This design comes from an exercise in tuning for small area, a short achievable clock period and few clock cycles per item on the open sky130 flow, not from production work.
Only the layout flow was run in this run; the RTL was not checked for function there.
Power and IR drop assume default switching activity.

`flow/config.mk`:
```
export PLATFORM = sky130hd
export DESIGN_NAME = hpd_pd_engine
export DESIGN_NICKNAME = hpd_pd_engine
export VERILOG_FILES = /design/flow/design.v
export SDC_FILE = /design/flow/constraint.sdc
export NUM_CORES = 4
export LEC_CHECK = 0
export CAP_MARGIN = 20
export CORE_MARGIN = 2
export CORE_UTILIZATION = 40
export SLEW_MARGIN = 20
```
`flow/design.v`:
```
module hpd_pd_engine (
    input  wire         clk,
    input  wire         rst,
    input  wire         ht_we,
    input  wire [3:0]   ht_idx,
    input  wire         ht_valid,
    input  wire [3:0]   ht_len,
    input  wire [11:0]  ht_pat,
    input  wire [7:0]   ht_code,
    input  wire [7:0]   ltidx,
    input  wire         cmd_valid,
    input  wire [1:0]   cmd_op,
    output wire         cmd_ready,
    input  wire         in_valid,
    input  wire [7:0]   in_data,
    input  wire         in_last,
    output reg          in_ready,
    output wire         done,
    output reg          pvalid,
    output reg          hdr,
    output reg  [4:0]   err_code,
    output reg  [15:0]  err_ptr,
    output reg  [15:0]  bitptr,
    output reg          inchain,
    output reg  [3:0]   ccount,
    output reg  [15:0]  pcount,
    output reg  [15:0]  derrcnt,
    output wire [511:0] acc
);
    localparam NSLOT = 64;
    localparam C     = 40;       
    localparam OP_INIT = 2'd0;
    localparam OP_STEP = 2'd1;
    localparam E_NONE       = 5'h00;
    localparam E_HUF_SHORT  = 5'h01;
    localparam E_HUF_LONG   = 5'h02;
    localparam E_SIGN_BAD   = 5'h03;
    localparam E_SIGN_SHORT = 5'h04;
    localparam E_PD_RANGE   = 5'h06;
    localparam E_PD_HDR_LEN = 5'h07;
    localparam E_CFG_LTIDX  = 5'h12;
    localparam S_CLR  = 3'd0;    
    localparam S_IDLE = 3'd1;
    localparam S_MARK = 3'd2;    
    localparam S_HDR  = 3'd3;
    localparam S_CONT = 3'd4;
    localparam S_FIN  = 3'd5;    
    localparam S_DONE = 3'd6;
    reg  [15:0]  tkv;
    reg  [63:0]  tlv;
    reg  [191:0] tpv;
    reg  [127:0] tcv;
    reg  [7:0]   acc_r [0:NSLOT-1];
    reg  [7:0]   sav   [0:NSLOT-1];
    reg  [2:0]   state;
    reg  [7:0]   stc;        
    reg  [15:0]  cnt;        
    reg  [6:0]   sl1;        
    reg  [C-1:0] bb;         
    reg  [5:0]   avail;      
    reg  [7:0]   hb;         
    reg          hbv;
    reg          last_seen;
    reg          rflag;      
    reg          v2;
    reg          neg2;
    reg  [7:0]   c1_2;
    reg  [7:0]   c2_2;
    reg  [4:0]   n2;
    assign cmd_ready = (state == S_IDLE);
    assign done      = (state == S_DONE);
    genvar g;
    generate
        for (g = 0; g < NSLOT; g = g + 1) begin : g_acc
            assign acc[8*g +: 8] = acc_r[g];
        end
    endgenerate
    function [12:0] hdec;
        input [11:0]  w;
        input [15:0]  kv;
        input [63:0]  kl;
        input [191:0] kp;
        input [127:0] kc;
        reg   [15:0]  m;
        reg   [15:0]  ml;
        reg   [12:1]  hit;
        reg   [12:1]  first;
        reg   [11:0]  msk;
        reg   [3:0]   l;
        reg   [7:0]   c;
        reg           seen;
        integer       k, n;
        begin
            for (k = 0; k < 16; k = k + 1) begin
                msk  = 12'hFFF << (4'd12 - kl[4*k +: 4]);
                m[k] = kv[k] & (((w ^ kp[12*k +: 12]) & msk) == 12'd0);
            end
            for (n = 1; n <= 12; n = n + 1) begin
                hit[n] = 1'b0;
                for (k = 0; k < 16; k = k + 1)
                    hit[n] = hit[n] | (m[k] & (kl[4*k +: 4] == n));
            end
            seen = 1'b0;
            for (n = 1; n <= 12; n = n + 1) begin
                first[n] = hit[n] & ~seen;
                seen     = seen | hit[n];
            end
            l = 4'd0;
            for (n = 1; n <= 12; n = n + 1)
                l = l | ({4{first[n]}} & n);
            for (k = 0; k < 16; k = k + 1) begin
                ml[k] = 1'b0;
                for (n = 1; n <= 12; n = n + 1)
                    ml[k] = ml[k] | (m[k] & first[n] & (kl[4*k +: 4] == n));
            end
            seen = 1'b0;
            c    = 8'd0;
            for (k = 0; k < 16; k = k + 1) begin
                c    = c | ({8{ml[k] & ~seen}} & kc[8*k +: 8]);
                seen = seen | ml[k];
            end
            hdec = {seen, l, c};
        end
    endfunction
    wire [5:0]   availm = avail + (hbv ? 6'd8 : 6'd0);
    wire [C-1:0] bbm    = bb | (hbv ? ({hb, {(C-8){1'b0}}} >> avail) : {C{1'b0}});
    wire         a2     = (availm >= 6'd2);
    wire         sbad   = bbm[C-1];
    wire         neg1   = bbm[C-2];
    wire [5:0]   r1     = availm - 6'd2;
    wire [12:0]  dec1   = hdec(bbm[C-3 -: 12], tkv, tlv, tpv, tcv);
    wire         any1   = dec1[12];
    wire [3:0]   L1     = dec1[11:8];
    wire [7:0]   code1  = dec1[7:0];
    wire         fit1   = any1 & ({2'b00, L1} <= r1);
    wire         long1  = ~any1 & (r1 >= 6'd12);
    wire [C-1:0] X      = bbm << ({2'b00, L1} + 6'd2);
    wire [12:0]  dec2   = hdec(X[C-1 -: 12], tkv, tlv, tpv, tcv);
    wire         any2   = dec2[12];
    wire [3:0]   L2     = dec2[11:8];
    wire [7:0]   code2  = dec2[7:0];
    wire [5:0]   r2     = r1 - {2'b00, L1};
    wire         fit2   = any2 & ({2'b00, L2} <= r2);
    wire         long2  = ~any2 & (r2 >= 6'd12);
    wire [4:0]   nslot  = {1'b0, L1} + {1'b0, L2} + 5'd2;
    wire [C-1:0] bbc    = X << L2;
    wire         fin    = last_seen;
    wire         act1   = (state == S_CONT) & ~sl1[6];
    reg          e1;
    reg  [4:0]   e1code;
    reg  [15:0]  e1ptr;
    reg          cons;
    always @(*) begin
        e1     = 1'b0;
        e1code = E_NONE;
        e1ptr  = cnt;
        cons   = 1'b0;
        if (!a2) begin
            e1     = fin;
            e1code = E_SIGN_SHORT;
        end else if (sbad) begin
            e1     = 1'b1;
            e1code = E_SIGN_BAD;
        end else if (!fit1) begin
            e1     = long1 | fin;
            e1code = long1 ? E_HUF_LONG : E_HUF_SHORT;
            e1ptr  = cnt + 16'd2;
        end else if (!fit2) begin
            e1     = long2 | fin;
            e1code = long2 ? E_HUF_LONG : E_HUF_SHORT;
            e1ptr  = cnt + 16'd2 + {12'd0, L1};
        end else begin
            cons   = 1'b1;
        end
        e1   = e1 & act1;
        cons = cons & act1;
    end
    wire [7:0]   old   = acc_r[0];
    wire [8:0]   mag9  = {1'b0, c1_2[3:0], 4'b0000} + {1'b0, c2_2};
    wire         magbig = (|c1_2[7:4]) | mag9[8];
    wire [8:0]   sum9  = neg2 ? ({1'b0, old} - {1'b0, mag9[7:0]})
                              : ({1'b0, old} + {1'b0, mag9[7:0]});
    wire         ok2   = ~magbig & ~sum9[8];
    wire         in_fire = in_valid & in_ready;
    wire         rdone   = ~rflag | (stc == 8'd0) | stc[7];
    wire         step    = (state == S_CLR) |
                           ((state == S_HDR) & in_fire & ~stc[6]) |
                           ((state == S_CONT) & v2 & ok2) |
                           ((state == S_FIN) & ~rdone);
    reg  [7:0]   a_in;
    always @(*) begin
        case (state)
            S_CLR:   a_in = 8'd0;
            S_HDR:   a_in = in_data;
            S_CONT:  a_in = sum9[7:0];
            default: a_in = stc[6] ? sav[0] : acc_r[0];
        endcase
    end
    integer i;
    always @(posedge clk) begin
        if (step) begin
            for (i = 0; i < NSLOT - 1; i = i + 1) begin
                acc_r[i] <= acc_r[i+1];
                sav[i]   <= sav[i+1];
            end
            acc_r[NSLOT-1] <= a_in;
            sav[NSLOT-1]   <= acc_r[0];
        end
    end
    always @(posedge clk) begin
        if (rst) begin
            tkv <= 16'd0;
        end else if (ht_we && state == S_IDLE) begin
            tkv[ht_idx]          <= ht_valid && ht_len != 4'd0 && ht_len <= 4'd12;
            tlv[4*ht_idx +: 4]   <= ht_len;
            tpv[12*ht_idx +: 12] <= ht_pat << (4'd12 - ht_len);
            tcv[8*ht_idx +: 8]   <= ht_code;
        end
    end
    always @(*) begin
        case (state)
            S_IDLE:  in_ready = cmd_valid && cmd_op == OP_STEP;
            S_MARK,
            S_HDR:   in_ready = 1'b1;
            S_CONT:  in_ready = ~last_seen & (sl1[6] | (availm <= C - 8));
            S_FIN:   in_ready = ~last_seen;
            default: in_ready = 1'b0;
        endcase
    end
    wire [7:0]  marker_hdr = 8'hAA + ltidx;
    wire        mark_now   = ((state == S_IDLE) & cmd_valid & (cmd_op == OP_STEP) &
                              (ltidx <= 8'h55) & in_valid) |
                             ((state == S_MARK) & in_valid);
    wire        last_now   = in_fire & in_last;
    task automatic fail;
        input [4:0]  code;
        input [15:0] ptr;
        begin
            err_code <= code;
            err_ptr  <= ptr;
            inchain  <= 1'b0;
            ccount   <= 4'd0;
            derrcnt  <= derrcnt + 16'd1;
        end
    endtask
    always @(posedge clk) begin
        if (rst) begin
            state     <= S_CLR;
            stc       <= 8'd0;
            last_seen <= 1'b0;
            rflag     <= 1'b0;
            v2        <= 1'b0;
            hbv       <= 1'b0;
            pvalid    <= 1'b0;
            hdr       <= 1'b0;
            err_code  <= E_NONE;
            err_ptr   <= 16'd0;
            bitptr    <= 16'd0;
            inchain   <= 1'b0;
            ccount    <= 4'd0;
            pcount    <= 16'd0;
            derrcnt   <= 16'd0;
        end else begin
            if (step)
                stc <= stc + 8'd1;
            if (last_now)
                last_seen <= 1'b1;
            case (state)
                S_CLR: begin
                    if (stc == 8'd63)
                        state <= S_IDLE;
                end
                S_IDLE: begin
                    stc       <= 8'd0;
                    last_seen <= last_now;
                    rflag     <= 1'b0;
                    if (cmd_valid) begin
                        err_code <= E_NONE;
                        err_ptr  <= 16'd0;
                        case (cmd_op)
                            OP_INIT: begin
                                inchain <= 1'b0;
                                ccount  <= 4'd0;
                                pvalid  <= 1'b0;
                                hdr     <= 1'b0;
                                pcount  <= 16'd0;
                                state   <= S_DONE;
                            end
                            OP_STEP: begin
                                pvalid <= 1'b0;
                                hdr    <= 1'b0;
                                if (ltidx > 8'h55) begin
                                    err_code  <= E_CFG_LTIDX;
                                    err_ptr   <= {8'd0, ltidx};
                                    state     <= last_now ? S_DONE : S_FIN;
                                end else if (!in_valid) begin
                                    state <= S_MARK;
                                end
                            end
                            default: begin  
                                inchain <= 1'b0;
                                ccount  <= 4'd0;
                                pvalid  <= 1'b0;
                                hdr     <= 1'b0;
                                state   <= S_DONE;
                            end
                        endcase
                    end
                end
                S_HDR: begin
                    if (in_fire) begin
                        if (cnt != 16'hFFFF)
                            cnt <= cnt + 16'd1;
                        if (in_last) begin
                            if (cnt == 16'd63) begin
                                inchain <= 1'b1;
                                ccount  <= 4'd0;
                                pvalid  <= 1'b1;
                                pcount  <= pcount + 16'd1;
                                state   <= S_DONE;
                            end else begin
                                fail(E_PD_HDR_LEN, (cnt == 16'hFFFF) ? 16'hFFFF : cnt + 16'd1);
                                rflag <= 1'b1;
                                state <= S_FIN;
                            end
                        end
                    end
                end
                S_CONT: begin
                    hbv <= in_fire & ~sl1[6];
                    if (in_fire)
                        hb <= in_data;
                    if (cons) begin
                        bb    <= bbc;
                        avail <= availm - {1'b0, nslot};
                        cnt   <= cnt + {11'd0, nslot};
                        sl1   <= sl1 + 7'd1;
                    end else begin
                        bb    <= bbm;
                        avail <= availm;
                    end
                    v2   <= cons;
                    neg2 <= neg1;
                    c1_2 <= code1;
                    c2_2 <= code2;
                    n2   <= nslot;
                    if (v2 && !ok2) begin
                        fail(E_PD_RANGE, cnt - {11'd0, n2});
                        rflag <= 1'b1;
                        state <= S_FIN;
                    end else if (v2 && stc == 8'd63) begin
                        bitptr  <= cnt;
                        ccount  <= ccount + 4'd1;
                        if (ccount == 4'd8)
                            inchain <= 1'b0;
                        pvalid  <= 1'b1;
                        pcount  <= pcount + 16'd1;
                        state   <= (last_seen | last_now) ? S_DONE : S_FIN;
                    end else if (e1) begin
                        fail(e1code, e1ptr);
                        rflag <= 1'b1;
                        state <= S_FIN;
                    end
                end
                S_FIN: begin
                    if (rdone && (last_seen || last_now))
                        state <= S_DONE;
                end
                S_DONE: begin
                    state <= S_IDLE;
                end
                default: begin  
                end
            endcase
            if (mark_now) begin
                if (in_data == marker_hdr) begin
                    hdr <= 1'b1;
                    cnt <= 16'd0;
                    if (in_last) begin
                        fail(E_PD_HDR_LEN, 16'd0);
                        state <= S_DONE;
                    end else begin
                        state <= S_HDR;
                    end
                end else if (inchain) begin
                    bb    <= {C{1'b0}};
                    avail <= 6'd0;
                    hbv   <= 1'b0;
                    cnt   <= 16'd0;
                    sl1   <= 7'd0;
                    v2    <= 1'b0;
                    state <= S_CONT;
                end else begin
                    state <= in_last ? S_DONE : S_FIN;
                end
            end
        end
    end
endmodule
```
`flow/run.sh`:
```
#!/bin/bash
# synth_recipe.tcl (not shown) runs the flow's synth.tcl, then flattens the netlist and writes it again
# the make line also repeats each setting of config.mk as NAME=value (left out here)
make -C /OpenROAD-flow-scripts/flow DESIGN_CONFIG=/design/flow/config.mk WORK_HOME=/design/flow/orfs CLKGATE_MAP_FILE= SYNTH_SCRIPT=/design/flow/synth_recipe.tcl finish
```
`flow/constraint.sdc`:
```
create_clock -name core_clock -period 12.0 [get_ports {clk}]
set_input_delay 2.4000 -clock core_clock [delete_from_list [all_inputs] [get_ports {clk}]]
set_output_delay 2.4000 -clock core_clock [all_outputs]
set_load 0.01 [all_outputs]
```
==> notes.md <==
[what timing repair did]
| item | CTS | global route |
|---|---|---|
| setup endpoints to repair | 129 | 124 |
| hold endpoints to repair | 0 | 0 |
| pin swaps | 220 | 207 |
| cloned | 7 | 2 |
| gates resized for setup | 673 | 428 |
| setup buffers | 180 | 111 |
[metrics by stage]
stage | worst slack [ns] | power [W] | setup TNS, ns | util (%) | hold WS, ns
2_1_floorplan | -1.22 | 0.0104 | -95.68 | - | 0.400
3_3_place_gp | -3.08 | 0.0133 | -340.29 | 52.5 | 0.400
3_5_place_dp | -2.76 | 0.0134 | -306.81 | 52.5 | 0.405
4_1_cts | -0.310 | 0.0191 | -9.01 | 57.2 | 0.326
5_1_grt | -0.833 | 0.0197 | -60.03 | 58.3 | 0.327
6_report | -0.859 | 0.0192 | -56.97 | 58.3 | 0.317
[cells in the mapped netlist (all sizes together), types with 39 or more instances]
cell type / number
clkbuf: 319
a221oi: 61
nand4: 101
nor2b: 86
a22o: 203
o221ai: 39
o211ai: 54
a211oi: 78
or3: 66
a31oi: 73
mux2i: 303
a22oi: 104
nand2b: 92
edfxtp: 1507
a32oi: 48
and2: 112
buf: 124
nand2: 793
xnor2: 192
ha: 174
nand3: 265
nor3: 240
inv: 271
nor4: 100
o21ai: 449
a21oi: 407
dfxtp: 107
and3: 112
xor2: 111
a221o: 39
mux2: 190
o22ai: 75
a21o: 55
nor2: 655
[final timing paths]
| path | start | end | slack (ns) |
|---|---|---|---|
| max | avail[0]$_DFFE_PN_ | avail[5]$_DFFE_PN_ | -0.86 |
| min | sav[62][4]$_DFFE_PP_ | sav[61][4]$_DFFE_PP_ | 0.32 |
| max reg2reg | avail[0]$_DFFE_PN_ | avail[5]$_DFFE_PN_ | -0.86 |
| min reg2reg | sav[62][4]$_DFFE_PP_ | sav[61][4]$_DFFE_PP_ | 0.32 |
[worst reg2reg max path, delay by kind of cell (launching register included)]
kind,cells,cell delay [ns]
AOI/OAI and AO/OA,14,3.81
adders and majority gates,4,1.25
buffers and inverters,17,3.07
DFF,1,0.47
xor gates and xnor gates,3,0.46
muxes,2,0.90
and+or+nand+nor,13,2.63
[cell usage in the layout (no fill, tap or decap), types with 38 or more instances in the layout]
cell | netlist | routed
edfxtp_1 | 1507 | 1507
clkdlybuf4s50_1 | 0 | 641
o211ai_1 | 53 | 53
mux2_2 | 184 | 167
a22o_1 | 203 | 202
dfxtp_1 | 107 | 107
a22oi_1 | 103 | 91
xnor2_1 | 192 | 173
mux2i_1 | 302 | 278
o21ai_0 | 441 | 365
buf_6 | 13 | 159
xor2_1 | 110 | 101
nor2_1 | 650 | 587
a21oi_2 | 3 | 41
a211oi_1 | 77 | 59
and3_1 | 112 | 98
nand3_1 | 265 | 232
o21ai_1 | 8 | 48
a31oi_1 | 72 | 64
nor3_1 | 237 | 196
or3_1 | 66 | 59
clkinv_2 | 0 | 39
and2_1 | 106 | 93
buf_12 | 0 | 167
a32oi_1 | 47 | 38
nand2_1 | 791 | 755
o22ai_1 | 75 | 60
a21oi_1 | 404 | 351
nor4_1 | 88 | 55
ha_1 | 174 | 159
nand4_1 | 96 | 96
inv_1 | 268 | 261
clkbuf_16 | 0 | 179
a21o_1 | 55 | 53
nor2b_1 | 86 | 81
nand2b_1 | 91 | 86
buf_4 | 13 | 2160
[metal layers]
metal / global-route usage, % / vias up / wire length [µm]
li1: - / 37300 / -
met1: 57.7 / 45500 / 203000
met2: 66.8 / 7384 / 226000
met3: 15.8 / 1770 / 69400
met4: 29.5 / 38 / 44600
met5: 0.0630 / - / 240
[cells by family after synthesis]
family | after synthesis | synth area share (%)
xor+xnor | 303 | 2.98
compound gates | 2047 | 15.9
fa+ha+maj | 183 | 2.64
simple gates | 2835 | 15.8
mux | 512 | 6.29
flops | 1614 | 53.1
buf+inv | 719 | 3.28
[cell type report]
type	instances	area share, %
inverters	276	0.813
clock inverters	101	0.889
clock buffers	215	3.55
repair buffers	3160	21.9
multi-input cells	5880	33.3
well taps	2975	2.87
diodes	21	0.0406
flip-flops and latches	1614	36.6
[state kept, by name (all words and copies together), names as in the netlist, 5 cells and up]
name      flops
n2            5
bb           40
acc_r       512
sl1           7
pcount       16
tkv          16
c1_2          8
c2_2          8
avail         6
cnt          16
derrcnt      16
err_ptr      16
bitptr       16
stc           8
err_code      5
tcv         128
sav         512
tlv          64
tpv         192
hb            8
[where the power goes]
part | internal (W) | switching [W] | leakage (nW)
logic | 0.00216 | 0.00321 | 32.4
registers | 0.00771 | 0.000644 | 14.1
clock network | 0.00297 | 0.00254 | 2.76
total | 0.0128 | 0.00640 | 49.2
==> notes.md <==
I/O Buffers roughly 640; DP Area 117000 µm²; vias after detailed routing 92000; Yosys top cell area share 50.7%; Worst-Skew Late Latency 0.92 ns; Fail Reasons setup timing; most area-hungry cell type in the Yosys netlist edfxtp_1; Layout Cells excl Fill approximately 14000; Highest Clock Rate 0.0778 GHz; largest net degree at the start of global routing 192; Initial DRC Count 15300; CTS clk-pin slew, worst paths 0.07 ns; layout cells sized above 1 around a third; register area share after synthesis 53.1%; Via density 6.46; CORE AREA 222000 µm²; Avg Inst Size Synth 10.9 µm²; Final Hold Fails 0; CTS tree built; Overflow after GRT 0; Worst EP required roughly 13 ns; # IOs approximately 640; CTS root buf clkbuf_16; Power Density 149 nW/µm²; Synth-to-Final Area Change 45.1%; design area 130000 µm²; Finish-stage setup viols 123; worst-case reg-to-reg path depth 53; Main synth FF type edfxtp_1; cells after synthesis 8213; Final Cycle Share 107%; Hold Crit Class reg2reg; fin worst setup slack -0.859 ns; worst path bufs/invs 17; crit path max fanout 9; final setup skew 0.118 ns; detailed-router iteration count before antenna repair 10; min cycle time layout approximately 13 ns; slowest stage delay, CP 0.59 ns; RSZ-0062 raised after global routing true; Avg WL per Cell 38.1 µm; slowest CP cell mux4_2; fill count 18400; drt drc 0; RePlAce Congestion 1.17; final WL 543000 µm; outcome failed layout checks; critical path's top delay family compound AO/OA/AOI/OAI gates; antenna viol nets, final 0; Multi-input gate area 43200 µm²; Hold-fix buffers, CTS 0; Worst-Margin Slew about 1.3 ns; first-pass GRT wire length slightly above 700000 µm; Synth Register Bits 1614; All-Layer GR Usage between 40% and 50%; MaxCap Viol Count 0; number of instances in the placed design around 14000; max-slew violations 0; cell area after synthesis 89200 µm²; Worst Setup Start Kind flop; Die Height ~480 µm; critical path data arrival time 13.45 ns; ys async rst share 0%; number of distinct library cells after synthesis ~120; Die X roughly 480 µm; initial core utilization between 40% and 50%; Rows 173; Detail Placement HPWL 422000 µm; critical path capture point type flop; Leakage ~50 nW; number of flops mapped to enable cells by yosys 1507; clock sinks 1614; sequential cell area 47400 µm²; Crit Path Category reg2reg; hold depth 0; ranking of synthesized cells by area edfxtp_1 51%, mux2i_1 3.4%, nand2_1 3.3%; crit-path most repeated cell buf_4; H-tree levels 4; Syn Nets 8449; Max-slew headroom 11.1%; instance count on the critical path 53; Peak VDD IR approximately 0.34 mV; clock buffer count from CTS ~170; Synth Warn # 3; antenna violations before repair 55; worst-case clock buffer depth 3; final-stage net count 11300; die area around 230000 µm²; vias in the first global route 87100

afterwards: timing with drivers on the ports:
The results above use ideal ports. As a check the final layout listed here was re-extracted and re-timed, cells and wires unchanged.
Step 1, drivers: a clkbuf_16 drives clk and a buf_2 each remaining input, both assumed.
Step 2 also shifts input and output timing later by t, the mid clock arrival at the registers, as if the neighbouring blocks saw the same clock.
Three values: ideal, step 1, step 2; two values: the first two.
shift t [ns]: 0.976
slack for setup (ns): -0.859 / -0.859 / -0.859
slew at the worst register clock pin (ns): 0.08 / 0.08
The setup slack of this run moves by 0.000 ns with the drivers and by 0.000 ns with both steps.
